What follows belongs to an exercise in optimizing a design on an open flow for small area; a production flow would make more cautious choices. Function was checked by simulation only, so behaviour that the tests miss may differ from the original. Power and IR drop assume default switching activity.

## v6
// relay
module relay (
    input  wire         clk,
    input  wire         rst,
    input  wire         tx_wreq,
    input  wire [99:0]  tx_wmsg,
    output wire         tx_wr_full,
    output wire         tx_wr_ack,
    output wire         tx_wr_ovf,
    output wire [2:0]   tx_wr_count,
    input  wire         rx_wreq,
    input  wire [99:0]  rx_wmsg,
    output wire         rx_wr_full,
    output wire         rx_wr_ack,
    output wire         rx_wr_ovf,
    output wire [2:0]   rx_wr_count,
    input  wire         tick,
    input  wire         rxp,
    input  wire         txacc,
    input  wire [31:0]  ts,
    output wire         rx_fetch,
    output wire         tx_offer,
    output wire [99:0]  tx_data,
    output wire         tx_ack,
    output wire         tx_defer,
    output wire         rx_offer,
    output wire [99:0]  rx_data,
    output wire [2:0]   tx_count,
    output wire [2:0]   rx_count
);
    reg  [31:0] ts_q;
    reg         ts_zero;
    wire tick_cmd   = !rst && tick;
    wire ts_new     = ts_zero ? (ts != 32'd0) : (ts != ts_q);
    wire qualifying = tick_cmd && ts_new;
    wire tx_empty, rx_empty;
  ...
For scale: about 2600 cells after synthesis, ~1500 flip-flops, about 51000 um2 of cells after synthesis.
Settings: LEC_CHECK=0, ABC_CLOCK_PERIOD_IN_PS=100000, CAP_MARGIN=0, CORE_MARGIN=2, CORE_UTILIZATION=40, GPL_TIMING_DRIVEN=0, SLEW_MARGIN=0; clock period 6.0 ns.
standard.sh (not shown) runs the stock make flow with config.mk's settings and CLKGATE_MAP_FILE= SYNTH_SCRIPT=/design/flow/synth_recipe.tcl, a recipe that flattens the netlist after the stock synthesis.
==> flow/flow/run.sh <==
#!/bin/bash
# Own layout flow: the standard ORFS flow (standard.sh, unchanged
# synthesis) with these changes for a smaller layout:
#  - the buffers ABC inserted are removed at floorplan (repair_design later
#    buffers what needs it);
#  - every input and output port still gets a buffer, but the smallest one
#    (buf_1) rather than the delay cell buffer_ports picks by default;
#  - each high-fanout signal net gets one buf_6 before repair_design
#    (flow/pre_resize.tcl);
#  - CTS: a clkbuf_16 root, clkbuf_8 tree buffers and clkbuf_4 leaf
#    buffers driving clusters of up to 11 flip-flops, without dummy loads.
# The make output goes to flow_make.log; each ORFS step writes its own log
# under orfs/logs.
set -euo pipefail
cd "$(dirname "$0")/.."
W=$(pwd)
bash standard.sh \
  REMOVE_ABC_BUFFERS=1 \
  "BUFFER_PORTS_ARGS=-buffer_cell sky130_fd_sc_hd__buf_1" \
  "PRE_RESIZE_TCL=$W/flow/pre_resize.tcl" \
  "CTS_ARGS=-sink_clustering_enable -repair_clock_nets -dont_use_dummy_load -root_buf sky130_fd_sc_hd__clkbuf_16 -buf_list sky130_fd_sc_hd__clkbuf_8 -sink_clustering_buffer sky130_fd_sc_hd__clkbuf_4 -sink_clustering_size 11 -sink_clustering_max_diameter 45" \
  finish > "$W/flow_make.log" 2>&1
==> flow/flow/pre_resize.tcl <==
# Before repair_design: give each high-fanout signal net (the slot write
# enables, the read selects, reset) one strong buffer at the centroid of its
# loads, instead of the buffer trees repair_design would build.
proc hf_buffer {thr cell} {
  set k 0
  foreach net [get_nets *] {
    if {[get_full_name $net] == "clk"} continue
    set pins [get_pins -of_objects $net]
    if {[llength $pins] <= $thr} continue
    set loads {}
    set sx 0; set sy 0
    foreach p $pins {
      if {[get_property $p direction] == "input"} {
        lappend loads $p
        set bb [[[sta::sta_to_db_pin $p] getInst] getBBox]
        set sx [expr {$sx + ([$bb xMin] + [$bb xMax]) / 2.0}]
        set sy [expr {$sy + ([$bb yMin] + [$bb yMax]) / 2.0}]
      }
    }
    set n [llength $loads]
    if {$n == 0} continue
    set x [expr {$sx / $n / 1000.0}]
    set y [expr {$sy / $n / 1000.0}]
    insert_buffer -buffer_cell $cell -net [get_full_name $net] -location [list $x $y] -buffer_name hfbuf_$k
    incr k
  }
  puts "hf_buffer: inserted $k buffers"
}
hf_buffer 50 sky130_fd_sc_hd__buf_6
diff inputs: v6 => v7
diff --git a/flow/flow/run.sh b/flow/flow/run.sh
--- a/flow/flow/run.sh
+++ b/flow/flow/run.sh
@@ -8 +8 @@
-#  - each high-fanout signal net gets one buf_6 before repair_design
+#  - each high-fanout signal net gets one buf_8 before repair_design
@@ -11 +11 @@
-#    buffers driving clusters of up to 11 flip-flops, without dummy loads.
+#    buffers driving clusters of up to 9 flip-flops, without dummy loads.
@@ -21 +21 @@
-  "CTS_ARGS=-sink_clustering_enable -repair_clock_nets -dont_use_dummy_load -root_buf sky130_fd_sc_hd__clkbuf_16 -buf_list sky130_fd_sc_hd__clkbuf_8 -sink_clustering_buffer sky130_fd_sc_hd__clkbuf_4 -sink_clustering_size 11 -sink_clustering_max_diameter 45" \
+  "CTS_ARGS=-sink_clustering_enable -repair_clock_nets -dont_use_dummy_load -root_buf sky130_fd_sc_hd__clkbuf_16 -buf_list sky130_fd_sc_hd__clkbuf_8 -sink_clustering_buffer sky130_fd_sc_hd__clkbuf_4 -sink_clustering_size 9 -sink_clustering_max_diameter 40" \
diff --git a/flow/flow/pre_resize.tcl b/flow/flow/pre_resize.tcl
--- a/flow/flow/pre_resize.tcl
+++ b/flow/flow/pre_resize.tcl
@@ -29 +29 @@
-hf_buffer 50 sky130_fd_sc_hd__buf_6
+hf_buffer 50 sky130_fd_sc_hd__buf_8
==> notes.md <==
When the final numbers for v7 and v6 were put side by side, the routed wire length turned out to be smaller in v6.
Diff v7..v6 | count of buffers from port buffering | unchanged
In v7, the wire length of the first global-routing pass came out 1.1 mm above the value in v6.
Compare v7 and v6 | clock-buffer cell count lower: v6
The sequential portion of the cell area reported for v7 is smaller than that of v6 by 0.48 points.
Compared with v6, v7 shows total chip power that has gone up slightly.
Going from v6 to v7, cell count grew slightly.
Summary of v7 over v6: number of placed instances with taps included comparable, setup slack of the critical path after layout went up.
Worst hold slack on v7 is down relative to v6.
Area growth from synthesis to final layout ended up 0.68 points higher on v7 than on v6.

## afterwards: timing with drivers on the ports
No port has a modelled driver above. Below, the same layouts with a new extraction and two added sets of constraints.
Step 1: set_driving_cell puts a clkbuf_16 on clk and a buf_2 on each other input, an assumption about the parent block.
Step 2, shift: input delay + t, output delay - t, t = (earliest + latest rising clock arrival at the registers) / 2. This alone moves slack from input paths to output paths.
a / b / c = ideal ports / drivers / drivers and shift; a / b = the first two.
| run | t, ns | setup WS [ns] | worst setup path after step 2 | cell pins on the clock port's net |
|---|---|---|---|---|
| v6 | 0.769 | 1.516 / 1.493 / 1.449 | input to register | 1 |
| v7 | 0.767 | 1.537 / 1.514 / 1.514 | input to output | 1 |
After both steps every run listed still meets setup and hold. For v6, which loses most, drivers alone change the setup slack by -0.023 ns; drivers and shift together by -0.067 ns.
